What follows belongs to an exercise in optimizing a design on an open flow for small area, a short achievable clock period and few clock cycles; a production flow would make more cautious choices.
The RTL was checked by simulation tests, not by an equivalence proof against the original design.
The clock cells of runs 5 and 6 come from the design's own scripts or RTL, not from TritonCTS.
The clock port is modelled as an ideal driver, which makes a skipped or thinned clock tree look cheaper than it is; a real chip needs a root buffer or a tree.
No activity file was given, so power comes from the tool's default toggle rates.

[flow/config.mk]
export PLATFORM = sky130hd
export DESIGN_NAME = stackmat_decoder
export DESIGN_NICKNAME = stackmat_decoder
export VERILOG_FILES = /design/flow/design.v
export SDC_FILE = /design/flow/constraint.sdc
export NUM_CORES = 4
export LEC_CHECK = 0
export CAP_MARGIN = 20
export CORE_MARGIN = 2
export CORE_UTILIZATION = 60
export PLACE_DENSITY = 0.75
export SLEW_MARGIN = 20
[flow/constraint.sdc]
create_clock -name core_clock -period 70.0 [get_ports {clk}]
set_input_delay 14.0000 -clock core_clock [delete_from_list [all_inputs] [get_ports {clk}]]
set_output_delay 14.0000 -clock core_clock [all_outputs]
set_load 0.01 [all_outputs]
[flow/design.v]
module stackmat_decoder (
    input  wire        clk,
    input  wire        rst,           
    input  wire [11:0] spb_p,         
    input  wire [3:0]  spb_q,
    input  wire        zero_hold,     
    input  wire        cmd_start,
    input  wire        cmd_stop,
    input  wire        in_valid,
    output wire        in_ready,
    input  wire [15:0] in_sample,
    input  wire        in_last,
    output reg         res_valid,
    output reg  [2:0]  res_code,
    output wire [7:0]  res_status,
    output reg         capturing,
    output reg         running,
    output reg         is_reset,
    output reg         left_hand,
    output reg         right_hand,
    output wire [19:0] digits,
    output wire [19:0] time_ms,
    output wire [55:0] time_str
);
    localparam [2:0] RES_OK         = 3'd0;
    localparam [2:0] RES_IGNORED    = 3'd1;
    localparam [2:0] RES_SYNC_MISS  = 3'd2;
    localparam [2:0] RES_INCOMPLETE = 3'd3;
    localparam [2:0] RES_INVALID    = 3'd4;
    localparam [2:0] RES_INDET      = 3'd5;
    reg wt;       
    reg rdy;      
    assign in_ready = rdy;
    reg [11:0] p_r;
    reg [3:0]  q_r;
    reg        zh_r;
    always @(posedge clk) begin
        p_r  <= spb_p;
        q_r  <= spb_q;
        zh_r <= zero_hold;
    end
    reg v_r, last_r, zero_r, neg_r, cap_r;
    always @(posedge clk) begin
        v_r    <= in_valid & rdy & ~rst;
        last_r <= in_last;
        zero_r <= (in_sample == 16'd0);
        neg_r  <= in_sample[15];
        cap_r  <= capturing;
    end
    reg         first;        
    reg         prev;         
    reg         x_seen;       
    reg         synced;
    reg  [12:0] acc;          
    reg  [3:0]  bj;           
    reg  [3:0]  bb;           
    reg         ok;           
    reg  [5:0]  dsum;         
    reg  [27:0] sr;           
    reg         ex;           
    wire prev_e   = first | prev;
    wire sym      = zero_r ? prev_e : neg_r;
    wire synced_e = synced & ~first;
    wire x_e      = x_seen & ~first;
    wire armed    = (bb != 4'd0) | ((bj == 4'd9) & (acc != 13'd0));
    wire sync_now = ~synced_e & ~first & prev & ~sym & armed;
    wire syn_new  = synced_e | sync_now;
    wire run_chg  = first | (sym != prev);
    wire [12:0] base = run_chg ? (syn_new ? {1'b0, p_r} : 13'd0) : acc;
    wire [13:0] t    = {1'b0, base} + {9'd0, q_r, 1'b0};
    wire [14:0] u    = {1'b0, t} - {2'b0, p_r, 1'b0};
    wire        wrap = ~u[14];
    wire [12:0] acc_n = wrap ? u[12:0] : t[12:0];
    wire        cnt_clr = run_chg & ~synced_e;
    wire [3:0]  bj_b = cnt_clr ? 4'd0 : bj;
    wire [3:0]  bb_b = cnt_clr ? 4'd0 : bb;
    wire        full = (bb_b == 4'd9) & (bj_b != 4'd0);
    wire        step = wrap & ~full;
    wire        bj_w = (bj_b == 4'd9);
    wire [3:0]  bj_n = step ? (bj_w ? 4'd0 : bj_b + 4'd1) : bj_b;
    wire [3:0]  bb_n = (step & bj_w) ? bb_b + 4'd1 : bb_b;
    wire        complete_n = (bb_n == 4'd9) & (bj_n != 4'd0);
    wire        dbit   = syn_new & step & (bj_b != 4'd0) & (bj_b != 4'd9);
    wire [2:0]  j      = bj_b[2:0] - 3'd1;
    wire        is_dig = (bb_b != 4'd0) & (bb_b <= 4'd5);
    wire        keep   = dbit & ((bb_b == 4'd0) | (is_dig & ~bj_b[3] & ~bj_b[2]) |
                                 (is_dig & (bj_b == 4'd4)));
    wire [3:0]  nib    = sr[27:24];
    reg         exp_b, care, nib_chk;
    always @* begin
        care    = 1'b1;
        exp_b   = 1'b0;
        nib_chk = 1'b0;
        case (bb_b)
        4'd0: care = 1'b0;
        4'd1, 4'd2, 4'd3, 4'd4, 4'd5: begin
            care    = bj_b[3] | (bj_b[2] & bj_b[0]) | (bj_b[2] & bj_b[1]);
            exp_b   = (j == 3'd4) | (j == 3'd5);
            nib_chk = (j == 3'd4);
        end
        4'd6: exp_b = (j == 3'd6) | ((j <= 3'd5) & dsum[j]);   
        4'd7: exp_b = (j == 3'd1) | (j == 3'd3);               
        default: exp_b = (j == 3'd0) | (j == 3'd2) | (j == 3'd3);   
        endcase
    end
    wire nib_big = nib[3] & (nib[2] | nib[1]);
    wire bad     = dbit & care & ((sym != exp_b) | (nib_chk & nib_big));
    wire ok_n    = (sync_now | ok) & ~bad;
    wire [5:0] dsum_b = sync_now ? 6'd0 : dsum;
    wire [5:0] dsum_n = (dbit & nib_chk) ? dsum_b + {2'd0, nib} : dsum_b;
    wire [7:0] st = sr[7:0];
    wire ok_status = (st == 8'h20) || (st == 8'h41) || (st == 8'h43) ||
                     (st == 8'h49) || (st == 8'h4C) || (st == 8'h52) ||
                     (st == 8'h53);
    wire [2:0] result =
        !cap_r                        ? RES_IGNORED    :
        (!zh_r && (x_e || zero_r))    ? RES_INDET      :
        !syn_new                      ? RES_SYNC_MISS  :
        !complete_n                   ? RES_INCOMPLETE :
        !(ok && ok_status)            ? RES_INVALID    :
                                        RES_OK;
    wire fin   = v_r & last_r;
    wire pk_ok = fin & (result == RES_OK);
    wire [18:0] tr = {dsum, acc};             
    wire [2:0]  es = bb[2:0];                 
    wire [4:0]  ek = {bb[3], bj};             
    wire [2:0]  dl = {ok, x_seen, prev};      
    wire [1:0]  ec = {ex, synced};            
    wire eng_run = wt & (es != 3'd6);
    wire apply   = wt & (es == 3'd6);         
    wire ek_end  = (ek == 5'd18);
    wire rot     = eng_run & (es <= 3'd4) & (ek < 5'd4);
    wire ea = (es != 3'd0) & ((es == 3'd5) ? tr[0] : dl[0]);
    wire eb = (es != 3'd0) & (((es == 3'd1) | (es == 3'd5)) ? dl[1] : dl[2]);
    wire ed = rot & sr[8];
    wire [2:0] esum = {2'd0, ea} + {2'd0, eb} + {2'd0, ed} + {1'b0, ec};
    wire [18:0] tr_e = {esum[0], tr[18:1]};
    wire [2:0]  es_e = ek_end ? es + 3'd1 : es;
    wire [4:0]  ek_e = ek_end ? 5'd0 : ek + 5'd1;
    wire [2:0]  dl_e = ek_end ? 3'd0 : {dl[1:0], tr[0]};
    wire [1:0]  ec_e = ek_end ? 2'd0 : esum[2:1];
    assign res_status = st;
    reg [3:0] dig0, dig1, dig2, dig3, dig4;
    reg [18:0] tms;           
    always @(posedge clk) begin
        if (pk_ok) begin
            {bb, bj}                   <= 8'd0;
            {ok, x_seen, prev}         <= 3'd0;
            {ex, synced}               <= 2'd0;
        end else if (v_r) begin
            prev   <= sym;
            x_seen <= x_e | zero_r;
            synced <= syn_new;
            acc    <= acc_n;
            bj     <= bj_n;
            bb     <= bb_n;
            ok     <= ok_n;
            dsum   <= dsum_n;
        end else if (eng_run) begin
            {dsum, acc}                <= tr_e;
            {bb[3], bj}                <= ek_e;
            bb[2:0]                    <= es_e;
            {ok, x_seen, prev}         <= dl_e;
            {ex, synced}               <= ec_e;
        end
        if (v_r & keep)
            sr <= {sym, sr[27:1]};
        else if (rot)
            sr[27:8] <= {sr[8], sr[27:9]};
    end
    always @(posedge clk) begin
        if (rst) begin
            first      <= 1'b1;
            wt         <= 1'b0;
            rdy        <= 1'b1;
            res_valid  <= 1'b0;
            capturing  <= 1'b0;
            running    <= 1'b0;
            is_reset   <= 1'b1;
            left_hand  <= 1'b0;
            right_hand <= 1'b0;
            dig0 <= 4'd0; dig1 <= 4'd0; dig2 <= 4'd0; dig3 <= 4'd0; dig4 <= 4'd0;
            tms        <= 19'd0;
        end else begin
            if (cmd_stop)
                capturing <= 1'b0;
            else if (cmd_start)
                capturing <= 1'b1;
            if (v_r)
                first <= last_r;
            if (pk_ok)
                wt <= 1'b1;
            else if (apply)
                wt <= 1'b0;
            rdy <= ~(pk_ok | (wt & ~apply) | (in_valid & rdy & in_last));
            res_valid <= (fin & ~pk_ok) | apply;
            if (apply) begin
                left_hand  <= 1'b0;
                right_hand <= 1'b0;
                case (st)
                8'h20: begin running <= 1'b1; is_reset <= 1'b0; end
                8'h53: begin running <= 1'b0; is_reset <= 1'b0; end
                8'h49: begin running <= 1'b0; is_reset <= 1'b1; end
                8'h4C: left_hand <= 1'b1;
                8'h52: right_hand <= 1'b1;
                8'h43: begin running <= 1'b0; left_hand <= 1'b1; right_hand <= 1'b1; end
                default: ;
                endcase
                dig0 <= sr[11:8];
                dig1 <= sr[15:12];
                dig2 <= sr[19:16];
                dig3 <= sr[23:20];
                dig4 <= sr[27:24];
                tms  <= tr;
            end
        end
    end
    always @(posedge clk)
        if (fin)
            res_code <= result;
    assign digits = {dig0, dig1, dig2, dig3, dig4};
    assign time_ms = {tms, 1'b0};
    assign time_str = {4'h3, dig0, 8'h3A, 4'h3, dig1, 4'h3, dig2,
                       8'h2E, 4'h3, dig3, 4'h3, dig4};
endmodule
[flow/flow/run.sh]
#!/bin/bash
# The standard layout, with three choices of its own:
#  - the port buffers are sky130_fd_sc_hd__buf_1 (every port still gets one),
#  - constant outputs share one tie cell per level instead of one each,
#  - clock tree with clkbuf_8 only and no dummy loads.
set -euo pipefail
bash standard.sh \
  BUFFER_PORTS_ARGS="-buffer_cell sky130_fd_sc_hd__buf_1" \
  SKIP_REPAIR_TIE_FANOUT=1 \
  CTS_ARGS="-sink_clustering_enable -repair_clock_nets -buf_list sky130_fd_sc_hd__clkbuf_8 -sink_clustering_size 30 -sink_clustering_max_diameter 150 -dont_use_dummy_load" \
  finish > standard.log 2>&1
[flow/standard.sh]
#!/bin/bash
# synth_recipe.tcl (not shown) runs the flow's synth.tcl, then flattens the netlist and writes it again
# the make line also repeats each setting of config.mk as NAME=value (left out here)
make -C /OpenROAD-flow-scripts/flow DESIGN_CONFIG=/design/flow/config.mk WORK_HOME=/design/flow/orfs CLKGATE_MAP_FILE= SYNTH_SCRIPT=/design/flow/synth_recipe.tcl "${@:-finish}"
==> run notes, run 1 <==
status finished clean; Final Hold Violating Endpoints 0; yosys warns 1; family with the most delay on the worst path flip-flops; I/O Buffers 115; Post-DRT Antenna Nets 0; post-CTS setup buffer count 0; H-tree Lvls 4; vias per cell roughly 5.9; Setup TNS 0 ns; DIE AREA 0.0140 mm²; Rows ~40; gr ovfl total 0; Clock Path Buffers 2; Final min period 15.13 ns; Unique masters post-synth 74; most frequent cells in the layout nand2_1 (130), buf_1 (114), a21oi_1 (110), dfxtp_1 (82), nor2_1 (62); Reg clk slew, reported paths approximately 0.07 ns; final net count roughly 1000; crit path max-delay cell type edfxtp_1; via count between 6000 and 7000; CTS tree done; Leak 3.05 nW; CORE AREA 0.0127 mm²; DRT Pass-1 Iters 5; Power Total between 150 and 200 µW; Ports roughly 150; gpl congestion between 0.9 and 1; Finish-stage setup viols 0; crit-path cells buf_1; TritonCTS Sinks ~130; Slew Viols, Final 0; ANT cells 0; CP arrival between 1 and 1.5 ns; clk latency of the worst-skew pair 0.44 ns; dpl hpwl approximately 13 mm; layout cells sized above 1 between 5 and 6%; type of the worst setup path reg -> out; initial antenna violation count 0; Seq cells post-synth 133; Syn Area/Cell approximately 8.7 µm²; Peak VDD IR ~0.000011 V; slowest stage delay, CP 0.52 ns; Net Count, Synth between 900 and 1000; unrepaired setup endpoints after global routing no; post-synthesis instance area 0.00785 mm²; power per cell area about 22 mW/mm²; Hold Path Class reg -> reg; Die Y between 100 and 150 µm; WP buf/inv 1; Setup crit start kind flop; cts bufs inserted 17; cts repair resizes 0; GRT Overall Usage ~25%; first-pass GRT wire length just under 30 mm; Max Fanout on Critical Path 7; fraction of registers with async set/reset 0%; Initial Utilization between 60% and 70%; max_slew headroom 31.2%; WL final around 18 mm; Post-Syn Instances 900; Worst Skew around 0.027 ns; Max Clk Rate roughly 66 MHz; Util after Layout between 60% and 70%; ys flop type dfxtp_1; sequential fraction of the synthesis area between 40% and 50%; 1st-iter DRT viols 679; Post-synth EDFFs 50; crit share post-route approximately 22%; worst endpoint required time about 56 ns; Die X around 120 µm; vias in the first global route just under 6000; # DRC 0; worst slew pin tran 1.03 ns; largest net degree at the start of global routing just under 60; drt wl/cell between 15 and 20 µm; Area Overhead vs Synth 3.78%; commonest non-fill, non-tap cell in the layout nand2_1; Hold Buf Count CTS 0; crit path capture type primary output; total of max-cap violations 0; hold_ws 0.362 ns; CTS Root Buffer Type clkbuf_8
-- metal layers --
metal	track usage (%)	wire length [µm]	vias up
li1	-	-	3178
met1	35.0	7980	3075
met2	39.7	8210	261
met3	5.50	1180	23
met4	8.18	320	0
met5	0	0	-
-- power breakdown --
part           switching [mW]  total, mW  internal, mW
logic                  0.0258     0.0420        0.0163
registers             0.00831     0.0931        0.0848
clock network          0.0248     0.0461        0.0213
-- kinds of logic after synthesis --
logic type	share of synthesized area [%]
AO/OA/AOI/OAI	19.3
buffers and inverters	10.6
AND/OR/NAND/NOR	16.6
adder cells (fa/ha/maj)	8.13
multiplexers	1.96
flip-flops	40.3
XOR/XNOR	3.01
other	0.0957
-- synthesized netlist by cell type (8+ instances only) --
cell	count	share of area, %
a211oi_1	9	0.86
a21o_1	10	0.96
a21oi_1	110	7.0
a31oi_1	8	0.64
and3_1	8	0.64
buf_4	65	6.2
clkbuf_1	33	1.6
dfxtp_1	83	21
edfxtp_1	50	19
ha_1	43	6.9
inv_1	52	2.5
nand2_1	130	6.2
nand3_1	15	0.96
nand4_1	11	0.88
nor2_1	62	3.0
nor3_1	17	1.1
nor4_1	11	0.88
o211ai_1	10	0.96
o21ai_0	28	1.8
xnor2_1	15	1.7
xor2_1	12	1.3
-- through the flow --
step	cells	area, µm²	setup WS [ns]
floorplan	900	7850	55.26
global placement	1091	7910	54.54
detailed placement	1091	7910	54.54
CTS	1108	8150	54.85
global route	1108	8150	54.81
finish	1108	8150	54.87
-- worst paths after layout --
check,depth (start not counted),end,from,slack [ns]
setup / recovery,1,res_status[4],sr[4]$_DFFE_PP_,54.87
hold / removal,0,cap_r$_DFF_P_,capturing$_SDFFE_PP0P_,0.36
setup reg to reg,23,acc[4]$_DFFE_PP_,acc[0]$_DFFE_PP_,62.67
hold reg to reg,0,cap_r$_DFF_P_,capturing$_SDFFE_PP0P_,0.36
-- registers in the layout (all words and copies together) (netlist names), 6 cells and up --
name  cells
sr       28
tms      19
acc      13
p_r      12
dsum      6
-- area by class of cell --
cell class	instances	area, µm²
clock buffer	17	234
fill	1137	4580
inverter	52	195
multi-input combinational	614	3870
sequential	133	3160
tap	172	215
timing repair buffer	120	470
Testbench counts, summed over its fixed seeds: cycles 871,062.
==> run 2, diff against run 1 <==
--- a/flow/design.v
+++ b/flow/design.v
@@ -66,7 +66,7 @@
     wire sync_now = ~synced_e & ~first & prev & ~sym & armed;
     wire syn_new  = synced_e | sync_now;
     wire run_chg  = first | (sym != prev);
-    wire [12:0] base = run_chg ? (syn_new ? {1'b0, p_r} : 13'd0) : acc;
+    wire [12:0] base = run_chg ? ((~sym | synced_e) ? {1'b0, p_r} : 13'd0) : acc;
     wire [13:0] t    = {1'b0, base} + {9'd0, q_r, 1'b0};
     wire [14:0] u    = {1'b0, t} - {2'b0, p_r, 1'b0};
     wire        wrap = ~u[14];
@@ -80,21 +80,21 @@
     wire [3:0]  bj_n = step ? (bj_w ? 4'd0 : bj_b + 4'd1) : bj_b;
     wire [3:0]  bb_n = (step & bj_w) ? bb_b + 4'd1 : bb_b;
     wire        complete_n = (bb_n == 4'd9) & (bj_n != 4'd0);
-    wire        dbit   = syn_new & step & (bj_b != 4'd0) & (bj_b != 4'd9);
-    wire [2:0]  j      = bj_b[2:0] - 3'd1;
-    wire        is_dig = (bb_b != 4'd0) & (bb_b <= 4'd5);
-    wire        keep   = dbit & ((bb_b == 4'd0) | (is_dig & ~bj_b[3] & ~bj_b[2]) |
-                                 (is_dig & (bj_b == 4'd4)));
+    wire        dbit   = synced_e & step & (bj != 4'd0) & (bj != 4'd9);
+    wire [2:0]  j      = bj[2:0] - 3'd1;
+    wire        is_dig = (bb != 4'd0) & (bb <= 4'd5);
+    wire        keep   = dbit & ((bb == 4'd0) | (is_dig & ~bj[3] & ~bj[2]) |
+                                 (is_dig & (bj == 4'd4)));
     wire [3:0]  nib    = sr[27:24];
     reg         exp_b, care, nib_chk;
     always @* begin
         care    = 1'b1;
         exp_b   = 1'b0;
         nib_chk = 1'b0;
-        case (bb_b)
+        case (bb)
         4'd0: care = 1'b0;
         4'd1, 4'd2, 4'd3, 4'd4, 4'd5: begin
-            care    = bj_b[3] | (bj_b[2] & bj_b[0]) | (bj_b[2] & bj_b[1]);
+            care    = bj[3] | (bj[2] & bj[0]) | (bj[2] & bj[1]);
             exp_b   = (j == 3'd4) | (j == 3'd5);
             nib_chk = (j == 3'd4);
         end
@@ -105,9 +105,9 @@
     end
     wire nib_big = nib[3] & (nib[2] | nib[1]);
     wire bad     = dbit & care & ((sym != exp_b) | (nib_chk & nib_big));
-    wire ok_n    = (sync_now | ok) & ~bad;
-    wire [5:0] dsum_b = sync_now ? 6'd0 : dsum;
-    wire [5:0] dsum_n = (dbit & nib_chk) ? dsum_b + {2'd0, nib} : dsum_b;
+    wire ok_n    = ~synced_e | (ok & ~bad);
+    wire [5:0] dsum_n = ~synced_e ? 6'd0 :
+                        (dbit & nib_chk) ? dsum + {2'd0, nib} : dsum;
     wire [7:0] st = sr[7:0];
     wire ok_status = (st == 8'h20) || (st == 8'h41) || (st == 8'h43) ||
                      (st == 8'h49) || (st == 8'h4C) || (st == 8'h52) ||
@@ -133,7 +133,8 @@
     wire ea = (es != 3'd0) & ((es == 3'd5) ? tr[0] : dl[0]);
     wire eb = (es != 3'd0) & (((es == 3'd1) | (es == 3'd5)) ? dl[1] : dl[2]);
     wire ed = rot & sr[8];
-    wire [2:0] esum = {2'd0, ea} + {2'd0, eb} + {2'd0, ed} + {1'b0, ec};
+    wire [2:0] esum = {2'd0, ea} + {2'd0, eb} + {2'd0, ed} +
+                      ((es == 3'd0) ? 3'd0 : {1'b0, ec});
     wire [18:0] tr_e = {esum[0], tr[18:1]};
     wire [2:0]  es_e = ek_end ? es + 3'd1 : es;
     wire [4:0]  ek_e = ek_end ? 5'd0 : ek + 5'd1;
@@ -145,8 +146,6 @@
     always @(posedge clk) begin
         if (pk_ok) begin
             {bb, bj}                   <= 8'd0;
-            {ok, x_seen, prev}         <= 3'd0;
-            {ex, synced}               <= 2'd0;
         end else if (v_r) begin
             prev   <= sym;
             x_seen <= x_e | zero_r;
==> run notes, run 2 <==
cell taking the most area after synthesis edfxtp_1 (was dfxtp_1); crit path capture type primary output (unchanged); power per cell area 19.9 mW/mm² (was 22.3 mW/mm²); Post-DRT Antenna Nets 0 (unchanged); layout cells sized above 1 5.61% (was 5.13%); Setup TNS 0 ns (unchanged); Peak VDD IR 0.0000104 V (was 0.0000110 V); max_slew headroom 37.6% (was 31.2%); Hold Path Class reg -> reg (unchanged); worst slack at placement 54.76 ns (was 54.54 ns); Setup crit start kind flop (unchanged); drt wl/cell 16.3 µm (was 16.0 µm); Rows 41 (unchanged); H-tree Lvls 4 (unchanged); 1st-iter DRT viols 560 (was 679); Initial Utilization 61.0% (was 61.7%); Clock Path Buffers 2 (unchanged); Final min period 15.16 ns (was 15.13 ns); slowest stage delay, CP 0.54 ns (was 0.52 ns); Max Fanout on Critical Path 10 (was 7); type of the worst setup path reg -> out (unchanged); Die Y 117 µm (was 118 µm); final net count 974 (was 1025); cell with the most instances after synthesis nand2_1 (unchanged); GRT Overall Usage 25.9% (was 25.3%); Post-synth EDFFs 55 (was 50); Ports 153 (unchanged); Finish-stage setup viols 0 (unchanged); Syn Area/Cell 8.98 µm² (was 8.72 µm²); Reg with most FFs sr (unchanged); CP arrival 1.16 ns (was 1.13 ns); fraction of registers with async set/reset 0% (unchanged); DRT Pass-1 Iters 5 (unchanged); clk latency of the worst-skew pair 0.44 ns (about the same); largest net degree at the start of global routing 48 (was 58); Post-Syn Instances 854 (was 900); ANT cells 0 (unchanged); Area after DPL 0.00773 mm² (was 0.00791 mm²); Util after Layout 63.3% (was 64.0%); Unique masters post-synth 80 (was 74); CTS Root Buffer Type clkbuf_8 (unchanged); crit path max-delay cell type edfxtp_1 (unchanged); crit share post-route 21.7% (was 21.6%); Max Clk Rate 66.0 MHz (was 66.1 MHz); vias per cell 5.91 (was 5.90); Die X 117 µm (was 118 µm); Largest register FFs 28 (unchanged); DIE AREA 0.0137 mm² (was 0.0140 mm²); worst endpoint required time 56.00 ns (about the same); Synth top area share 21.5% (was 21.2%); commonest cells in the netlist nand2_1 (133), a21oi_1 (92), dfxtp_1 (78) (was nand2_1 (130), a21oi_1 (110), dfxtp_1 (83)); gpl congestion 0.888 (was 0.923); commonest non-fill, non-tap cell in the layout nand2_1 (unchanged); first-pass GRT wire length 27.7 mm (was 29.0 mm); fin area 0.00796 mm² (was 0.00815 mm²); Hold Buf Count CTS 0 (unchanged); Largest regs sr x28, tms x19, acc x13 (unchanged); # DRC 0 (unchanged); post-CTS setup buffer count 0 (unchanged); most frequent cells in the layout nand2_1 (133), buf_1 (114), a21oi_1 (92), dfxtp_1 (78), nor2_1 (57) (was nand2_1 (130), buf_1 (114), a21oi_1 (110), dfxtp_1 (82), nor2_1 (62)); initial antenna violation count 0 (unchanged); Final Hold Violating Endpoints 0 (unchanged); yosys warns 1 (unchanged); CTS tree done (unchanged); post-synthesis instance area 0.00766 mm² (was 0.00785 mm²); WP buf/inv 1 (unchanged); cts bufs inserted 17 (unchanged); fill count 1106 (was 1137); crit path setup slack, layout 54.84 ns (was 54.87 ns); Net Count, Synth 934 (was 987); Worst Skew 0.0280 ns (was 0.0266 ns); top cells by area, synth edfxtp_1 (22%), dfxtp_1 (20%), nand2_1 (6.5%) (was dfxtp_1 (21%), edfxtp_1 (19%), a21oi_1 (7.0%)); via count 6285 (was 6537); I/O Buffers 115 (unchanged); vias in the first global route 5756 (was 5867); TritonCTS Sinks 133 (unchanged); family with the most delay on the worst path flip-flops (unchanged); CORE AREA 0.0126 mm² (was 0.0127 mm²); Leak 2.99 nW (was 3.05 nW); Power Total 159 µW (was 181 µW); dpl hpwl 12.9 mm (was 12.7 mm); Area Overhead vs Synth 3.85% (was 3.78%); worst slew pin tran 0.937 ns (was 1.03 ns); status finished clean (unchanged); Slew Viols, Final 0 (unchanged); total of max-cap violations 0 (unchanged); ys flop type dfxtp_1 (unchanged); crit-path cells buf_1 (unchanged); cts repair resizes 0 (unchanged); WL final 17.4 mm (was 17.7 mm); Seq cells post-synth 133 (unchanged); gr ovfl total 0 (unchanged); unrepaired setup endpoints after global routing no (unchanged); Reg clk slew, reported paths 0.06 ns (was 0.07 ns); sequential fraction of the synthesis area 41.9% (was 40.3%)
run 2: cell count changes after synthesis, moves of 6 or more:
cell	before	now
a21oi_1	110	92
inv_1	52	35
ha_1	43	36
nand3_1	15	22
a22o_1	1	7
nand4_1	11	5
o211ai_1	10	4
o22ai_1	7	1
run 2: through the flow:
step | hold slack [ns] | std cells
floorplan | 0.394 | 854
global placement | 0.394 | 1047
detailed placement | 0.391 | 1047
CTS | 0.385 | 1064
global route | 0.397 | 1064
finish | 0.390 | 1064
run 2: logic make-up after synthesis:
family                   after synthesis  share of synthesized area [%]
multiplexers                          15                           2.22
XOR/XNOR                              32                           3.66
adder cells (fa/ha/maj)               41                           7.18
AO/OA/AOI/OAI                        200                           16.8
flip-flops                           133                           41.9
buffers and inverters                135                           9.96
other                                  2                         0.0980
AND/OR/NAND/NOR                      296                           18.2
run 2: routing by layer:
metal	vias up	routed length (µm)	share of wire (%)	track usage [%]
met3	34	1090	6.2	4.12
li1	3007	-	-	-
met4	0	337	1.9	9.10
met1	2950	7450	43	33.4
met5	-	0	0	0
met2	294	8510	49	44.5
run 2: final cells by class:
cell class	instances	area, µm²	area share [%]
Multi-Input combinational cell	586	3690	46.3
Timing Repair Buffer	121	478	6.00
Clock buffer	17	234	2.94
Sequential cell	133	3210	40.4
Inverter	35	131	1.65
Tap cell	172	215	2.70
run 2: power breakdown:
part           switching (mW)  total, mW  internal (mW)  leakage, nW
Clock                  0.0247     0.0460         0.0213        0.122
Combinational          0.0165     0.0276         0.0110         1.72
Sequential            0.00258     0.0851         0.0826         1.14
Total                  0.0438      0.159          0.115         2.99
run 2: worst reg2reg max path: cells and delay by family (launching register included):
family	cells	cell delay [ns]
xor gates and xnor gates	1	0.25
and+or+nand+nor	6	1.74
adders and majority gates	2	0.60
DFF	1	0.55
AOI/OAI and AO/OA	10	3.48
run 2: final timing paths:
kind | end | cells after the start | startpoint | slack, ns
setup / recovery | res_status[3] | 1 | sr[3]$_DFFE_PP_ | 54.84
setup reg to reg | dsum[5]$_DFFE_PP_ | 19 | prev$_DFFE_PP_ | 63.01
hold reg to reg | cap_r$_DFF_P_ | 0 | capturing$_SDFFE_PP0P_ | 0.39
hold / removal | cap_r$_DFF_P_ | 0 | capturing$_SDFFE_PP0P_ | 0.39
Testbench counts of run 2, summed over its fixed seeds: cycles 871,062.
==> run 3, diff against run 2 <==
--- a/flow/design.v
+++ b/flow/design.v
@@ -98,7 +98,7 @@
             exp_b   = (j == 3'd4) | (j == 3'd5);
             nib_chk = (j == 3'd4);
         end
-        4'd6: exp_b = (j == 3'd6) | ((j <= 3'd5) & dsum[j]);   
+        4'd6: exp_b = (j == 3'd6) | (~j[2] | ~j[1]) & dsum[0];   
         4'd7: exp_b = (j == 3'd1) | (j == 3'd3);               
         default: exp_b = (j == 3'd0) | (j == 3'd2) | (j == 3'd3);   
         endcase
@@ -106,8 +106,13 @@
     wire nib_big = nib[3] & (nib[2] | nib[1]);
     wire bad     = dbit & care & ((sym != exp_b) | (nib_chk & nib_big));
     wire ok_n    = ~synced_e | (ok & ~bad);
-    wire [5:0] dsum_n = ~synced_e ? 6'd0 :
-                        (dbit & nib_chk) ? dsum + {2'd0, nib} : dsum;
+    wire       ds_lo  = ~j[2] | ~j[1];                
+    wire       ds_sh  = dbit & ds_lo & (bb <= 4'd6);
+    wire       ds_add = is_dig & ~j[2] & sym;         
+    wire       ds_cin = is_dig & (j != 3'd0) & ex;
+    wire [1:0] ds_s   = {1'b0, dsum[0]} + {1'b0, ds_add} + {1'b0, ds_cin};
+    wire       ds_in  = (bb == 4'd0) ? 1'b0 : is_dig ? ds_s[0] : dsum[0];
+    wire [5:0] dsum_n = ds_sh ? {ds_in, dsum[5:1]} : dsum;
     wire [7:0] st = sr[7:0];
     wire ok_status = (st == 8'h20) || (st == 8'h41) || (st == 8'h43) ||
                      (st == 8'h49) || (st == 8'h4C) || (st == 8'h52) ||
@@ -155,6 +160,8 @@
             bb     <= bb_n;
             ok     <= ok_n;
             dsum   <= dsum_n;
+            if (ds_sh)
+                ex <= ds_s[1];
         end else if (eng_run) begin
             {dsum, acc}                <= tr_e;
             {bb[3], bj}                <= ek_e;
==> run notes, run 3 <==
Syn Area/Cell 8.88 µm² (was 8.98 µm²); ys flop type dfxtp_1 (unchanged); status finished clean (unchanged); commonest cells in the netlist nand2_1 (137), a21oi_1 (89), dfxtp_1 (78) (was nand2_1 (133), a21oi_1 (92), dfxtp_1 (78)); Max Used Layer met4 (unchanged); CTS Root Buffer Type clkbuf_8 (unchanged); Peak VDD IR 0.00000975 V (was 0.0000104 V); crit path capture type primary output (unchanged); Reg area 0.00321 mm² (unchanged); worst endpoint required time 56.00 ns (about the same); dpl hpwl 12.7 mm (was 12.9 mm); Post-synth EDFFs 55 (unchanged); fraction of registers with async set/reset 0% (unchanged); power per cell area 21.2 mW/mm² (was 19.9 mW/mm²); vias per cell 5.92 (was 5.91); unrepaired setup endpoints after global routing no (unchanged); Post-Syn Instances 850 (was 854); worst slack at placement 54.95 ns (was 54.76 ns); WL final 17.3 mm (was 17.4 mm); Hold Path Class reg -> reg (unchanged); via count 6265 (was 6285); Die X 116 µm (was 117 µm); Metal-1 WL 7.60 mm (was 7.45 mm); Worst Skew 0.0285 ns (was 0.0280 ns); WL met3 1.33 mm (was 1.09 mm); Reg clk slew, reported paths 0.05 ns (was 0.06 ns); CORE AREA 0.0122 mm² (was 0.0126 mm²); fill count 1023 (was 1106); Ports 153 (unchanged); crit path max-delay cell type edfxtp_1 (unchanged); Net Count, Synth 926 (was 934); CP arrival 1.13 ns (was 1.16 ns); Util after Layout 64.7% (was 63.3%); layout cells sized above 1 5.27% (was 5.61%); GRT Overall Usage 26.3% (was 25.9%); WP buf/inv 1 (unchanged); clk latency of the worst-skew pair 0.46 ns (was 0.44 ns); Setup crit start kind flop (unchanged); Crit path depth 1 (unchanged); Slew Viols, Final 0 (unchanged); I/O Buffers 115 (unchanged); Clock Path Buffers 2 (unchanged); sequential fraction of the synthesis area 42.6% (was 41.9%); Final min period 15.13 ns (was 15.16 ns); Unique masters post-synth 76 (was 80); yosys warns 1 (unchanged); DRT Pass-1 Iters 6 (was 5); Max Fanout on Critical Path 8 (was 10); initial antenna violation count 0 (unchanged); crit-path cells buf_1 (unchanged); Power Total 166 µW (was 159 µW); 1st-iter DRT viols 648 (was 560); H-tree Lvls 4 (unchanged); slowest stage delay, CP 0.51 ns (was 0.54 ns); cts bufs inserted 17 (unchanged); post-CTS setup buffer count 0 (unchanged); Area Overhead vs Synth 4.19% (was 3.85%); Synth top area share 21.9% (was 21.5%); Max Clk Rate 66.1 MHz (was 66.0 MHz); Largest register FFs 28 (unchanged); Leak 2.84 nW (was 2.99 nW); gr ovfl total 0 (unchanged); Finish-stage setup viols 0 (unchanged); Rows 40 (was 41); gpl congestion 0.911 (was 0.888); reg2reg setup slack 63.23 ns (was 63.01 ns); vias in the first global route 5723 (was 5756); Reg with most FFs sr (unchanged); cell taking the most area after synthesis edfxtp_1 (unchanged); type of the worst setup path reg -> out (unchanged); crit path setup slack, layout 54.87 ns (was 54.84 ns); DIE AREA 0.0135 mm² (was 0.0137 mm²); crit share post-route 21.6% (was 21.7%); drt wl/cell 16.3 µm (about the same); cts repair resizes 0 (unchanged); most frequent cells in the layout nand2_1 (137), buf_1 (114), a21oi_1 (89), dfxtp_1 (78) (was nand2_1 (133), buf_1 (114), a21oi_1 (92), dfxtp_1 (78), nor2_1 (57)); hold path depth 0 (unchanged); largest net degree at the start of global routing 50 (was 48); Hold Buf Count CTS 0 (unchanged); # DRC 0 (unchanged); top cells by area, synth edfxtp_1 (22%), dfxtp_1 (21%), nand2_1 (6.8%) (was edfxtp_1 (22%), dfxtp_1 (20%), nand2_1 (6.5%)); ANT cells 0 (unchanged); max_slew headroom 28.7% (was 37.6%); total of max-cap violations 0 (unchanged); commonest non-fill, non-tap cell in the layout nand2_1 (unchanged); worst slew pin tran 1.06 ns (was 0.937 ns); Initial Utilization 62.1% (was 61.0%); Seq cells post-synth 133 (unchanged); Final Hold Violating Endpoints 0 (unchanged); Die Y 116 µm (was 117 µm); met2 WL 8.02 mm (was 8.51 mm); Setup TNS 0 ns (unchanged); Worst R2R Path Depth 21 (was 19); final net count 969 (was 974); Post-DRT Antenna Nets 0 (unchanged); cell with the most instances after synthesis nand2_1 (unchanged); first-pass GRT wire length 27.7 mm (about the same); family with the most delay on the worst path flip-flops (unchanged); Largest regs sr x28, tms x19, acc x13 (unchanged); TritonCTS Sinks 133 (unchanged); CTS tree done (unchanged); Multi-input gate area 0.00356 mm² (was 0.00369 mm²); post-synthesis instance area 0.00755 mm² (was 0.00766 mm²)
[run 3: cell count changes after synthesis, moves of 4 or more]
cell      change
nor3_1        -6
a31oi_1       +6
ha_1          -4
a22o_1        -6
xor2_1        -4
nand2b_1      +9
nand3_1       -4
nand2_1       +4
inv_1         +6
[run 3: worst paths after layout]
| check | start | end |
|---|---|---|
| setup / recovery | sr[4]$_DFFE_PP_ | res_status[4] |
| hold / removal | capturing$_SDFFE_PP0P_ | cap_r$_DFF_P_ |
| setup reg to reg | prev$_DFFE_PP_ | acc[2]$_DFFE_PP_ |
| hold reg to reg | capturing$_SDFFE_PP0P_ | cap_r$_DFF_P_ |
[run 3: layout make-up]
type                    instances  share of cell area, %
well taps                     168                   2.67
inverters                      41                   1.96
clock buffers                  17                   2.98
repair buffers                123                   6.27
flip-flops and latches        133                   40.9
multi-input cells             577                   45.3
[run 3: power by group]
group | switching [mW] | internal [mW] | leakage [nW]
clock | 0.0249 | 0.0213 | 0.122
combinational | 0.0207 | 0.0134 | 1.58
sequential | 0.00335 | 0.0827 | 1.14
[run 3: per-layer routing]
metal / up-vias / GRT usage (%)
li1: 3003 / -
met1: 2928 / 35.9
met2: 305 / 41.8
met3: 29 / 5.24
met4: 0 / 10.2
met5: - / 0
[run 3: logic make-up after synthesis]
kind of cell,count (synthesis),share of synthesized area (%)
other,2,0.0995
muxes,10,1.41
buffers and inverters,140,10.3
adders and majority gates,37,6.63
xor gates and xnor gates,25,2.90
AOI/OAI and AO/OA,207,17.7
DFF,133,42.6
and+or+nand+nor,296,18.4
[run 3: through the flow]
stage                     area [µm²]  std cells  hold slack (ns)
after floorplan                 7550        850            0.394
after global placement          7630       1042            0.359
after detailed placement        7630       1042            0.366
after CTS                       7860       1059            0.372
after global routing            7860       1059            0.381
final                           7860       1059            0.371
Testbench counts of run 3, summed over its fixed seeds: cycles 871,062.
==> run 4, diff against run 3 <==
--- a/flow/config.mk
+++ b/flow/config.mk
@@ -5,6 +5,7 @@
 export SDC_FILE = /design/flow/constraint.sdc
 export NUM_CORES = 4
 export LEC_CHECK = 0
+export ABC_AREA = 1
 export CAP_MARGIN = 20
 export CORE_MARGIN = 2
 export CORE_UTILIZATION = 60
==> run notes, run 4 <==
Seq cells post-synth 133 (unchanged); Slew Viols, Final 0 (unchanged); DRT Pass-1 Iters 5 (was 6); DIE AREA 0.0130 mm² (was 0.0135 mm²); gpl congestion 0.906 (was 0.911); slowest stage delay, CP 0.45 ns (was 0.51 ns); CTS Root Buffer Type clkbuf_8 (unchanged); Peak VDD IR 0.0000101 V (was 0.00000975 V); type of the worst setup path reg -> out (unchanged); max_slew headroom 32.6% (was 28.7%); layout cells sized above 1 5.38% (was 5.27%); Unique masters post-synth 49 (was 76); TritonCTS Sinks 133 (unchanged); worst endpoint required time 56.00 ns (about the same); initial antenna violation count 0 (unchanged); WP buf/inv 1 (unchanged); Clock Path Buffers 2 (unchanged); Initial Utilization 61.1% (was 62.1%); top cells by area, synth edfxtp_1 (23%), dfxtp_1 (21%), buf_4 (6.9%) (was edfxtp_1 (22%), dfxtp_1 (21%), nand2_1 (6.8%)); Post-Syn Instances 886 (was 850); Worst Skew 0.0246 ns (was 0.0285 ns); Finish-stage setup viols 0 (unchanged); cell taking the most area after synthesis edfxtp_1 (unchanged); commonest non-fill, non-tap cell in the layout nor2_1 (was nand2_1); worst slew pin tran 1.01 ns (was 1.06 ns); Final min period 15.05 ns (was 15.13 ns); fraction of registers with async set/reset 0% (unchanged); crit path max-delay cell type edfxtp_1 (unchanged); cts bufs inserted 17 (unchanged); crit path setup slack, layout 54.95 ns (was 54.87 ns); dpl hpwl 11.0 mm (was 12.7 mm); commonest cells in the netlist nor2_1 (117), nand2_1 (114), inv_1 (106) (was nand2_1 (137), a21oi_1 (89), dfxtp_1 (78)); Reg clk slew, reported paths 0.06 ns (was 0.05 ns); Largest regs sr x28, tms x19, acc x13 (unchanged); via count 5800 (was 6265); status finished clean (unchanged); crit path capture type primary output (unchanged); gr ovfl total 0 (unchanged); unrepaired setup endpoints after global routing no (unchanged); Setup TNS 0 ns (unchanged); Max Fanout on Critical Path 5 (was 8); Post-DRT Antenna Nets 0 (unchanged); fin cells 1076 (was 1059); largest net degree at the start of global routing 55 (was 50); CP arrival 1.05 ns (was 1.13 ns); ys flop type dfxtp_1 (unchanged); vias in the first global route 5263 (was 5723); ANT cells 0 (unchanged); Hold Path Class reg -> reg (unchanged); Reg with most FFs sr (unchanged); Area Overhead vs Synth 3.71% (was 4.19%); Hold Buf Count CTS 0 (unchanged); most frequent cells in the layout nor2_1 (116), buf_1 (115), nand2_1 (114), inv_1 (105), dfxtp_1 (78) (was nand2_1 (137), buf_1 (114), a21oi_1 (89), dfxtp_1 (78)); Final Hold Violating Endpoints 0 (unchanged); final net count 1007 (was 969); I/O Buffers 115 (unchanged); 1st-iter DRT viols 538 (was 648); total of max-cap violations 0 (unchanged); fill count 1040 (was 1023); cts repair resizes 0 (unchanged); GRT Overall Usage 24.6% (was 26.3%); Die Y 114 µm (was 116 µm); crit-path cells buf_1 (unchanged); Die X 114 µm (was 116 µm); drt wl/cell 14.2 µm (was 16.3 µm); CTS tree done (unchanged); hold_ws 0.385 ns (was 0.371 ns); Leak 3.27 nW (was 2.84 nW); Rows 40 (unchanged); worst slack at placement 54.48 ns (was 54.95 ns); Max Clk Rate 66.5 MHz (was 66.1 MHz); Net Count, Synth 962 (was 926); yosys warns 1 (unchanged); clk latency of the worst-skew pair 0.45 ns (was 0.46 ns); post-CTS setup buffer count 0 (unchanged); post-synthesis instance area 0.00728 mm² (was 0.00755 mm²); Setup crit start kind flop (unchanged); dpl cells 1059 (was 1042); # DRC 0 (unchanged); sequential fraction of the synthesis area 44.1% (was 42.6%); Syn Area/Cell 8.22 µm² (was 8.88 µm²); Ports 153 (unchanged); fin area 0.00755 mm² (was 0.00786 mm²); CORE AREA 0.0119 mm² (was 0.0122 mm²); cell with the most instances after synthesis nor2_1 (was nand2_1); Area after DPL 0.00732 mm² (was 0.00763 mm²); H-tree Lvls 4 (unchanged); vias per cell 5.39 (was 5.92); crit share post-route 21.5% (was 21.6%); Post-synth EDFFs 55 (unchanged); power per cell area 23.3 mW/mm² (was 21.2 mW/mm²); Largest register FFs 28 (unchanged); Synth top area share 22.7% (was 21.9%); WL final 15.3 mm (was 17.3 mm); family with the most delay on the worst path flip-flops (unchanged); first-pass GRT wire length 25.3 mm (was 27.7 mm)
==> run 4: area by class of cell <==
type | instances | area, µm² | share of cell area [%]
Clock buffer | 17 | 234 | 3.10
Sequential cell | 133 | 3210 | 42.5
Tap cell | 147 | 184 | 2.44
Multi-Input combinational cell | 550 | 3050 | 40.4
Timing Repair Buffer | 117 | 447 | 5.91
Inverter | 112 | 420 | 5.57
==> run 4: per-layer routing <==
| layer | part of all wire (%) | GRT usage (%) | wire, µm |
|---|---|---|---|
| met1 | 48 | 34.3 | 7290 |
| met2 | 44 | 37.9 | 6810 |
| met3 | 6.2 | 5.24 | 944 |
| met4 | 1.8 | 9.02 | 280 |
| met5 | 0 | 0 | 0 |
==> run 4: through the flow <==
stage	utilization, %	total power [mW]
final	63.4	0.176
after global routing	63.4	0.186
after CTS	63.4	0.176
after detailed placement	61.4	0.130
after global placement	61.4	0.130
after floorplan	-	0.123
==> run 4: worst reg2reg max path: stages, from the launching register on <==
cell,delay (ns)
edfxtp_1,0.48
inv_1,0.15
nand3_2,0.10
nand2_1,0.54
nand3_1,0.15
o21ai_0,0.12
ha_1,0.23
inv_1,0.06
fa_1,0.39
o21ai_0,0.59
nand2_1,0.11
nor3b_1,0.32
nand2_1,0.11
xnor2_1,0.22
inv_1,0.07
ha_1,0.32
nand2_1,0.08
nor2_1,0.12
nand4_1,0.12
o2111ai_1,0.16
nand2_1,0.15
nand3_4,0.30
nand3_1,0.18
nor3_1,0.18
buf_4,0.24
inv_1,0.06
nand2_1,0.59
==> run 4: final timing paths <==
kind | startpoint | to | slack, ns | cells past startpoint
worst min-delay path | capturing$_SDFFE_PP0P_ | cap_r$_DFF_P_ | 0.39 | 0
worst max register to register | prev$_DFFE_PP_ | sr[12]$_DFFE_PP_ | 63.49 | 26
worst min register to register | capturing$_SDFFE_PP0P_ | cap_r$_DFF_P_ | 0.39 | 0
worst max-delay path | sr[2]$_DFFE_PP_ | res_status[2] | 54.95 | 1
==> run 4: cell families (layout without fill, tap and decap cells) <==
kind of cell | after synthesis | count (layout) | share of synthesized area, %
AND/OR/NAND/NOR | 332 | 332 | 20.4
buffers and inverters | 203 | 246 | 14.0
AO/OA/AOI/OAI | 159 | 159 | 12.0
flip-flops | 133 | 133 | 44.1
adder cells (fa/ha/maj) | 37 | 37 | 6.87
XOR/XNOR | 20 | 20 | 2.41
other | 2 | 2 | 0.103
==> run 4: power breakdown <==
| group | switching (mW) | total, mW | internal [mW] | leakage, nW |
|---|---|---|---|---|
| Clock | 0.0249 | 0.0462 | 0.0213 | 0.122 |
| Combinational | 0.0268 | 0.0413 | 0.0144 | 2.01 |
| Sequential | 0.00389 | 0.0883 | 0.0844 | 1.14 |
| Total | 0.0557 | 0.176 | 0.120 | 3.27 |
==> run 5, diff against run 4 <==
==> flow/flow/run.sh (replaced) <==
#!/bin/bash
# The standard layout, with choices of its own:
#  - the port buffers are sky130_fd_sc_hd__buf_1 (every port still gets one),
#  - constant outputs share one tie cell per level instead of one each,
#  - the clock tree is rebuilt after CTS (flow/mycts.tcl): one root buffer
#    and one small leaf buffer per cluster of registers.
set -euo pipefail
export MYCTS_LEAF=sky130_fd_sc_hd__clkbuf_4
export MYCTS_ROOT=sky130_fd_sc_hd__clkbuf_8
export MYCTS_LEVELS=4
bash standard.sh \
  BUFFER_PORTS_ARGS="-buffer_cell sky130_fd_sc_hd__buf_1" \
  SKIP_REPAIR_TIE_FANOUT=1 \
  CTS_ARGS="-sink_clustering_enable -repair_clock_nets -buf_list sky130_fd_sc_hd__clkbuf_8 -dont_use_dummy_load" \
  POST_CTS_TCL="$PWD/flow/mycts.tcl" \
  finish > standard.log 2>&1
==> flow/flow/mycts.tcl (new file) <==
# Replace the clock tree that clock_tree_synthesis built with a smaller one:
# the clock port drives one root buffer, which drives one leaf buffer per
# cluster of registers (clusters by recursive median split of the register
# positions).  Only the clock network changes; then the placement is
# legalized again.
set db [ord::get_db]
set block [ord::get_db_block]
set leaf_master [$db findMaster $::env(MYCTS_LEAF)]
set root_master [$db findMaster $::env(MYCTS_ROOT)]
set levels $::env(MYCTS_LEVELS)

set clknet [[$block findBTerm clk] getNet]

# the old tree: buffers reached from the clock port through buffer inputs
set old_bufs {}
set old_nets {}
set sinks {}
set todo [list $clknet]
while {[llength $todo] > 0} {
  set net [lindex $todo 0]
  set todo [lrange $todo 1 end]
  foreach it [$net getITerms] {
    if {![$it isInputSignal]} { continue }
    set inst [$it getInst]
    set m [[$inst getMaster] getName]
    if {[string match "sky130_fd_sc_hd__clkbuf_*" $m] || [string match "sky130_fd_sc_hd__buf_*" $m]} {
      lappend old_bufs $inst
      set onet [[$inst findITerm X] getNet]
      lappend old_nets $onet
      lappend todo $onet
    } elseif {[[$it getMTerm] getName] eq "CLK"} {
      lappend sinks $it
    } else {
      error "mycts: clock net reaches [$inst getName]/[[$it getMTerm] getName] ($m)"
    }
  }
}
puts "mycts: [llength $sinks] sinks, removing [llength $old_bufs] buffers"
foreach it $sinks { $it disconnect }
foreach inst $old_bufs {
  foreach it [$inst getITerms] { if {[$it getNet] ne "NULL"} { set n [$it getNet]; if {[$n getSigType] ne "POWER" && [$n getSigType] ne "GROUND"} { $it disconnect } } }
  odb::dbInst_destroy $inst
}
foreach net $old_nets { if {[llength [$net getITerms]] == 0 || 1} { odb::dbNet_destroy $net } }

proc center {it} {
  set b [[$it getInst] getBBox]
  return [list [expr {([$b xMin] + [$b xMax]) / 2}] [expr {([$b yMin] + [$b yMax]) / 2}]]
}
# recursive median split, alternating x and y
proc split_sinks {items depth axis} {
  if {$depth == 0} { return [list $items] }
  set keyed {}
  foreach it $items { lappend keyed [list [lindex [center $it] $axis] $it] }
  set sorted [lsort -integer -index 0 $keyed]
  set h [expr {[llength $sorted] / 2}]
  set a {}; set b {}
  foreach k [lrange $sorted 0 [expr {$h - 1}]] { lappend a [lindex $k 1] }
  foreach k [lrange $sorted $h end] { lappend b [lindex $k 1] }
  return [concat [split_sinks $a [expr {$depth - 1}] [expr {1 - $axis}]] \
                 [split_sinks $b [expr {$depth - 1}] [expr {1 - $axis}]]]
}
set clusters [split_sinks $sinks $levels 0]

set rootnet [odb::dbNet_create $block clknet_root]
$rootnet setSigType CLOCK
set sx 0; set sy 0; set nl 0
set i 0
foreach cl $clusters {
  set cx 0; set cy 0
  foreach it $cl { set c [center $it]; incr cx [lindex $c 0]; incr cy [lindex $c 1] }
  set cx [expr {$cx / [llength $cl]}]; set cy [expr {$cy / [llength $cl]}]
  set net [odb::dbNet_create $block clknet_leaf_$i]
  $net setSigType CLOCK
  set buf [odb::dbInst_create $block $leaf_master clkbuf_leaf_$i]
  $buf setLocation $cx $cy
  $buf setPlacementStatus PLACED
  [$buf findITerm A] connect $rootnet
  [$buf findITerm X] connect $net
  foreach it $cl { $it connect $net }
  puts "mycts: leaf $i drives [llength $cl] sinks at $cx $cy"
  incr sx $cx; incr sy $cy; incr nl
  incr i
}
set root [odb::dbInst_create $block $root_master clkbuf_root]
$root setLocation [expr {$sx / $nl}] [expr {$sy / $nl}]
$root setPlacementStatus PLACED
[$root findITerm A] connect $clknet
[$root findITerm X] connect $rootnet
# power pins
foreach inst [list $root {*}[lmap j [lsort -integer [lrange [list 0 1 2 3 4 5 6 7 8 9 10 11 12 13 14 15] 0 [expr {$nl - 1}]]] {$block findInst clkbuf_leaf_$j}]] {
  foreach it [$inst getITerms] {
    set mt [[$it getMTerm] getSigType]
    if {$mt eq "POWER"} { $it connect [$block findNet VDD] }
    if {$mt eq "GROUND"} { $it connect [$block findNet VSS] }
  }
}
detailed_placement
--- a/flow/config.mk
+++ b/flow/config.mk
@@ -5,7 +5,6 @@
 export SDC_FILE = /design/flow/constraint.sdc
 export NUM_CORES = 4
 export LEC_CHECK = 0
-export ABC_AREA = 1
 export CAP_MARGIN = 20
 export CORE_MARGIN = 2
 export CORE_UTILIZATION = 60
==> run notes, run 5 <==
Worst Skew 0.0203 ns (was 0.0246 ns); Reg with most FFs sr (unchanged); WP buf/inv 1 (unchanged); Post-synth EDFFs 55 (unchanged); Seq cells post-synth 133 (unchanged); # DRC 0 (unchanged); crit path max-delay cell type edfxtp_1 (unchanged); ANT cells 0 (unchanged); post-synthesis instance area 0.00755 mm² (was 0.00728 mm²); max_slew headroom 27.0% (was 32.6%); crit share post-route 21.6% (was 21.5%); reg2reg setup slack 63.22 ns (was 63.49 ns); Max Fanout on Critical Path 8 (was 5); fraction of registers with async set/reset 0% (unchanged); xor/xnor cell area share of the yosys netlist 2.90% (was 2.41%); worst endpoint required time 56.00 ns (about the same); Int Pwr 108 µW (was 120 µW); cell taking the most area after synthesis edfxtp_1 (unchanged); family with the most delay on the worst path flip-flops (unchanged); commonest non-fill, non-tap cell in the layout nand2_1 (was nor2_1); Hold Path Class reg -> reg (unchanged); commonest cells in the netlist nand2_1 (137), a21oi_1 (89), dfxtp_1 (78) (was nor2_1 (117), nand2_1 (114), inv_1 (106)); Die Y 116 µm (was 114 µm); Clock power frac 22.7% (was 26.3%); initial antenna violation count 0 (unchanged); Die X 116 µm (was 114 µm); worst hold path endpoint cap_r$_DFF_P_ (unchanged); crit path capture type primary output (unchanged); first-pass GRT wire length 27.9 mm (was 25.3 mm); layout cells sized above 1 5.27% (was 5.38%); dpl hpwl 12.7 mm (was 11.0 mm); WL final 17.4 mm (was 15.3 mm); Ports 153 (unchanged); drt wl/cell 16.4 µm (was 14.2 µm); Crit path depth 1 (unchanged); via count 6248 (was 5800); Max Clk Rate 66.0 MHz (was 66.5 MHz); slowest stage delay, CP 0.53 ns (was 0.45 ns); TritonCTS Sinks 133 (unchanged); DIE AREA 0.0135 mm² (was 0.0130 mm²); Net Count, Synth 926 (was 962); clk latency of the worst-skew pair 0.45 ns (about the same); Largest register FFs 28 (unchanged); unrepaired setup endpoints after global routing no (unchanged); worst slew pin tran 1.08 ns (was 1.01 ns); Post-Synth Adder-Cell Area 6.63% (was 6.87%); post-synthesis compound-gate area fraction 17.7% (was 12.0%); most frequent cells in the layout nand2_1 (137), buf_1 (114), a21oi_1 (89), dfxtp_1 (78) (was nor2_1 (116), buf_1 (115), nand2_1 (114), inv_1 (105), dfxtp_1 (78)); dpl cells 1042 (was 1059); Setup TNS 0 ns (unchanged); Rows 40 (unchanged); power per cell area 20.0 mW/mm² (was 23.3 mW/mm²); Finish-stage setup viols 0 (unchanged); ys flop type dfxtp_1 (unchanged); Post-Syn Instances 850 (was 886); Unique masters post-synth 76 (was 49); fin cells 1059 (was 1076); total of max-cap violations 0 (unchanged); Leak 2.79 nW (was 3.27 nW); Final min period 15.15 ns (was 15.05 ns); Peak VDD IR 0.0000148 V (was 0.0000101 V); Post-Synth Simple-Gate Area 18.4% (was 20.4%); Final Hold Violating Endpoints 0 (unchanged); Synth top area share 21.9% (was 22.7%); DRT Pass-1 Iters 5 (unchanged); crit-path cells buf_1 (unchanged); sequential fraction of the synthesis area 42.6% (was 44.1%); Initial Utilization 62.1% (was 61.1%); top cells by area, synth edfxtp_1 (22%), dfxtp_1 (21%), nand2_1 (6.8%) (was edfxtp_1 (23%), dfxtp_1 (21%), buf_4 (6.9%)); I/O Buffers 115 (unchanged); Reg clk slew, reported paths 0.08 ns (was 0.06 ns); Largest regs sr x28, tms x19, acc x13 (unchanged); CP arrival 1.15 ns (was 1.05 ns); 1st-iter DRT viols 502 (was 538); cell with the most instances after synthesis nand2_1 (was nor2_1); worst min-delay path startpoint capturing$_SDFFE_PP0P_ (unchanged); main combinational cell family by area after synthesis simple AND/OR/NAND/NOR gates (unchanged); mux cell area share after synthesis 1.41% (was 0%); switching fraction of total power 30.7% (was 31.7%); Syn Area/Cell 8.88 µm² (was 8.22 µm²); yosys warns 1 (unchanged); Area Overhead vs Synth 2.87% (was 3.71%); sequential fraction of design power 55.3% (was 50.2%); gpl congestion 0.911 (was 0.906); Worst R2R Start prev$_DFFE_PP_ (unchanged); Setup crit start kind flop (unchanged); largest net degree at the start of global routing 50 (was 55); hold path depth 0 (unchanged); GRT Overall Usage 25.6% (was 24.6%); type of the worst setup path reg -> out (unchanged); Worst R2R Path Depth 21 (was 26); Logic pwr share 22.0% (was 23.5%); FF-to-FF End acc[11]$_DFFE_PP_ (was sr[12]$_DFFE_PP_); final net count 969 (was 1007); Slew Viols, Final 0 (unchanged); status finished clean (unchanged); vias in the first global route 5710 (was 5263); gr ovfl total 0 (unchanged); CORE AREA 0.0122 mm² (was 0.0119 mm²); vias per cell 5.90 (was 5.39); Post-DRT Antenna Nets 0 (unchanged); Net Sw Power 47.7 µW (was 55.7 µW)
==> run 5: changes by cell type after synthesis, moves of 9 or more <==
cell | previous run | this run
a21o_1 | 0 | 9
o21ai_0 | 73 | 30
nor2_1 | 117 | 55
nand4_1 | 16 | 6
inv_1 | 106 | 41
a211oi_1 | 1 | 11
nand2b_1 | 0 | 11
nand3_1 | 43 | 18
a21oi_1 | 48 | 89
nand2_1 | 114 | 137
==> run 5: power by group through the flow <==
stage	Clock (mW)	Sequential, mW	Combinational [mW]
floorplan	0	0.0861	0.0280
global placement	0	0.0876	0.0325
detailed placement	0	0.0877	0.0334
global route	0.0394	0.0862	0.0382
finish	0.0354	0.0860	0.0342
==> run 5: logic make-up (layout without fill, tap and decap cells) <==
group,count (synthesis),count (layout)
XOR/XNOR,25,25
other,2,2
flip-flops,133,133
adder cells (fa/ha/maj),37,37
AND/OR/NAND/NOR,296,296
buffers and inverters,140,181
multiplexers,10,10
AO/OA/AOI/OAI,207,207
==> run 5: cell type report <==
type	count	area, µm²
buffer	17	134
fill	1037	4400
inverter	41	154
multi-input combinational	577	3560
sequential	133	3210
tap	168	210
timing repair buffer	123	493
==> run 5: worst max path at each step <==
stage	startpoint	end	slack [ns]
after detailed placement	rst	is_reset$_SDFFE_PP1P_	54.95
final	sr[4]$_DFFE_PP_	res_status[4]	54.85
after global routing	sr[4]$_DFFE_PP_	res_status[4]	54.78
after global placement	rst	is_reset$_SDFFE_PP1P_	54.96
after floorplan	rst	dig2[0]$_SDFFE_PP0P_	55.27
==> run 5: per-layer routing <==
| metal | global-route usage [%] | share of wire, % | up-vias |
|---|---|---|---|
| li1 | - | - | 3009 |
| met1 | 36.4 | 44 | 2930 |
| met2 | 41.9 | 46 | 276 |
| met3 | 3.22 | 7.4 | 33 |
| met4 | 6.75 | 2.3 | 0 |
| met5 | 0 | 0 | - |
==> run 5: per-stage QoR <==
stage	power, mW	cell area, µm²	hold WS, ns	util [%]	worst slack (ns)
6_report	0.156	7760	0.373	63.8	54.85
5_1_grt	0.164	7760	0.386	63.8	54.78
3_5_place_dp	0.121	7630	0.366	62.7	54.95
3_3_place_gp	0.120	7630	0.359	62.7	54.96
2_1_floorplan	0.114	7550	0.394	-	55.27
==> run 6, diff against run 5 <==
--- a/flow/config.mk
+++ b/flow/config.mk
@@ -5,6 +5,7 @@
 export SDC_FILE = /design/flow/constraint.sdc
 export NUM_CORES = 4
 export LEC_CHECK = 0
+export ABC_AREA = 1
 export CAP_MARGIN = 20
 export CORE_MARGIN = 2
 export CORE_UTILIZATION = 60
==> run notes, run 6 <==
Post-synth EDFFs 55 (unchanged); fin area 0.00745 mm² (was 0.00776 mm²); Area Overhead vs Synth 2.34% (was 2.87%); Area after DPL 0.00732 mm² (was 0.00763 mm²); Finish-stage setup viols 0 (unchanged); crit path setup slack, layout 54.96 ns (was 54.85 ns); via count 5805 (was 6248); clk latency of the worst-skew pair 0.44 ns (was 0.45 ns); Final min period 15.04 ns (was 15.15 ns); unrepaired setup endpoints after global routing no (unchanged); Power Total 165 µW (was 156 µW); WL final 15.4 mm (was 17.4 mm); Seq cells post-synth 133 (unchanged); dpl hpwl 11.0 mm (was 12.7 mm); post-synthesis instance area 0.00728 mm² (was 0.00755 mm²); Leak 3.23 nW (was 2.79 nW); mux cell area share after synthesis 0% (was 1.41%); Setup crit start kind flop (unchanged); Post-Synth Adder-Cell Area 6.87% (was 6.63%); cell with the most instances after synthesis nor2_1 (was nand2_1); Peak VDD IR 0.0000118 V (was 0.0000148 V); Reg with most FFs sr (unchanged); Hold Path Class reg -> reg (unchanged); # DRC 0 (unchanged); post-synthesis compound-gate area fraction 12.0% (was 17.7%); family with the most delay on the worst path flip-flops (unchanged); crit share post-route 21.5% (was 21.6%); Final Hold Violating Endpoints 0 (unchanged); I/O Buffers 115 (unchanged); Post-DRT Antenna Nets 0 (unchanged); top cells by area, synth edfxtp_1 (23%), dfxtp_1 (21%), buf_4 (6.9%) (was edfxtp_1 (22%), dfxtp_1 (21%), nand2_1 (6.8%)); Synth top area share 22.7% (was 21.9%); initial antenna violation count 0 (unchanged); first-pass GRT wire length 25.5 mm (was 27.9 mm); most frequent cells in the layout nor2_1 (116), buf_1 (115), nand2_1 (114), inv_1 (105), dfxtp_1 (78) (was nand2_1 (137), buf_1 (114), a21oi_1 (89), dfxtp_1 (78)); dpl cells 1059 (was 1042); Largest register FFs 28 (unchanged); Reg clk slew, reported paths 0.09 ns (was 0.08 ns); largest net degree at the start of global routing 55 (was 50); ys flop type dfxtp_1 (unchanged); CP arrival 1.04 ns (was 1.15 ns); Post-Synth Simple-Gate Area 20.4% (was 18.4%); Syn Area/Cell 8.22 µm² (was 8.88 µm²); Worst Skew 0.0182 ns (was 0.0203 ns); slowest stage delay, CP 0.46 ns (was 0.53 ns); worst endpoint required time 56.00 ns (about the same); Largest regs sr x28, tms x19, acc x13 (unchanged); Setup TNS 0 ns (unchanged); yosys warns 1 (unchanged); CORE AREA 0.0119 mm² (was 0.0122 mm²); main combinational cell family by area after synthesis simple AND/OR/NAND/NOR gates (unchanged); Rows 40 (unchanged); DRT Pass-1 Iters 6 (was 5); ANT cells 0 (unchanged); final net count 1007 (was 969); Max Clk Rate 66.5 MHz (was 66.0 MHz); cell taking the most area after synthesis edfxtp_1 (unchanged); xor/xnor cell area share of the yosys netlist 2.41% (was 2.90%); Max Fanout on Critical Path 5 (was 8); layout cells sized above 1 5.38% (was 5.27%); gpl congestion 0.906 (was 0.911); Slew Viols, Final 0 (unchanged); 1st-iter DRT viols 450 (was 502); status finished clean (unchanged); Net Count, Synth 962 (was 926); sequential fraction of the synthesis area 44.1% (was 42.6%); Ports 153 (unchanged); DIE AREA 0.0130 mm² (was 0.0135 mm²); gr ovfl total 0 (unchanged); worst slack at placement 54.48 ns (was 54.95 ns); Worst R2R Path Depth 26 (was 21); max_slew headroom 32.4% (was 27.0%); Crit path depth 1 (unchanged); hold_ws 0.374 ns (was 0.373 ns); worst slew pin tran 1.01 ns (was 1.08 ns); TritonCTS Sinks 133 (unchanged); commonest cells in the netlist nor2_1 (117), nand2_1 (114), inv_1 (106) (was nand2_1 (137), a21oi_1 (89), dfxtp_1 (78)); crit-path cells buf_1 (unchanged); vias per cell 5.39 (was 5.90); Util after Layout 62.6% (was 63.8%); Post-Syn Instances 886 (was 850); Initial Utilization 61.1% (was 62.1%); Die Y 114 µm (was 116 µm); crit path capture type primary output (unchanged); commonest non-fill, non-tap cell in the layout nor2_1 (was nand2_1); total of max-cap violations 0 (unchanged); type of the worst setup path reg -> out (unchanged); vias in the first global route 5375 (was 5710); Die X 114 µm (was 116 µm); fin cells 1076 (was 1059); fraction of registers with async set/reset 0% (unchanged); GRT Overall Usage 23.8% (was 25.6%); hold path depth 0 (unchanged); power per cell area 22.2 mW/mm² (was 20.0 mW/mm²); Unique masters post-synth 49 (was 76); crit path max-delay cell type edfxtp_1 (unchanged); drt wl/cell 14.3 µm (was 16.4 µm); WP buf/inv 1 (unchanged)
-- run 6: cell types whose count changed in the layout (fill, tap and decap cells not counted), moves of 9 or more --
| cell | before | now |
|---|---|---|
| inv_1 | 41 | 105 |
| o21ai_0 | 30 | 73 |
| a21o_1 | 9 | 0 |
| nor2_1 | 55 | 116 |
| a21oi_1 | 89 | 48 |
| nand2b_1 | 11 | 0 |
| nand2_1 | 137 | 114 |
| nand3_1 | 18 | 43 |
| nand4_1 | 6 | 16 |
| a211oi_1 | 11 | 1 |
-- run 6: where the power goes --
| part | total, mW | switching, mW | internal (mW) |
|---|---|---|---|
| clock network | 0.0359 | 0.0240 | 0.0119 |
| logic | 0.0414 | 0.0269 | 0.0144 |
| registers | 0.0882 | 0.00392 | 0.0843 |
| total | 0.165 | 0.0549 | 0.111 |
-- run 6: per-layer routing --
layer	part of all wire [%]	vias to the layer above	track usage, %
met5	0	-	0
met1	47	2646	33.9
met2	45	184	38.7
li1	-	2946	-
met4	2.3	0	6.10
met3	5.7	29	3.34
-- run 6: cells by family (layout without fill, tap and decap cells) --
group | count (synthesis) | after routing
other | 2 | 2
xor gates and xnor gates | 20 | 20
and+or+nand+nor | 332 | 332
AOI/OAI and AO/OA | 159 | 159
DFF | 133 | 133
buffers and inverters | 203 | 246
adders and majority gates | 37 | 37
-- run 6: layout make-up --
class                   instances  area (µm²)
plain buffers                  17         134
fillers                      1057        4460
inverters                     112         420
multi-input cells             550        3050
flip-flops and latches        133        3210
well taps                     147         184
repair buffers                117         447
-- run 6: path summary, 6_finish.rpt --
kind                           from         endpoint  slack [ns]
max                 sr[2]$_DFFE_PP_    res_status[2]       54.96
min          capturing$_SDFFE_PP0P_    cap_r$_DFF_P_        0.37
max reg2reg          zero_r$_DFF_P_  sr[9]$_DFFE_PP_       63.46
min reg2reg  capturing$_SDFFE_PP0P_    cap_r$_DFF_P_        0.37

[static timing again, ports no longer ideal]
How much do the figures lean on ideal ports? The routed layouts below were timed once more, with nothing changed but the port constraints. Step 1 sets driving cells, clkbuf_16 on the clock port and buf_2 on the other inputs (assumed; they add their load-dependent delay and slew). Step 2 adds t to the input delays and takes it off the output delays; t is the mean of the earliest and latest rising clock arrival at the registers after step 1. Input paths then give back, and output paths get back, about the clock's delay inside the block. Slacks: no drivers / after step 1 / after step 2; pairs: no drivers / after step 1.
| run | shift t [ns] | setup slack, ns | worst setup path at the end |
|---|---|---|---|
| run 1 | 0.458 | 54.869 / 54.835 / 54.523 | input to register |
| run 2 | 0.462 | 54.838 / 54.802 / 54.750 | input to register |
| run 3 | 0.481 | 54.871 / 54.836 / 54.929 | input to register |
| run 4 | 0.474 | 54.955 / 54.918 / 54.821 | input to register |
| run 5 | 0.482 | 54.849 / 54.810 / 54.923 | input to register |
| run 6 | 0.469 | 54.958 / 54.918 / 54.813 | input to register |
After both steps setup and hold are still met in every run listed. For run 1, which loses most, drivers alone change the setup slack by -0.034 ns; drivers and shift together by -0.346 ns.
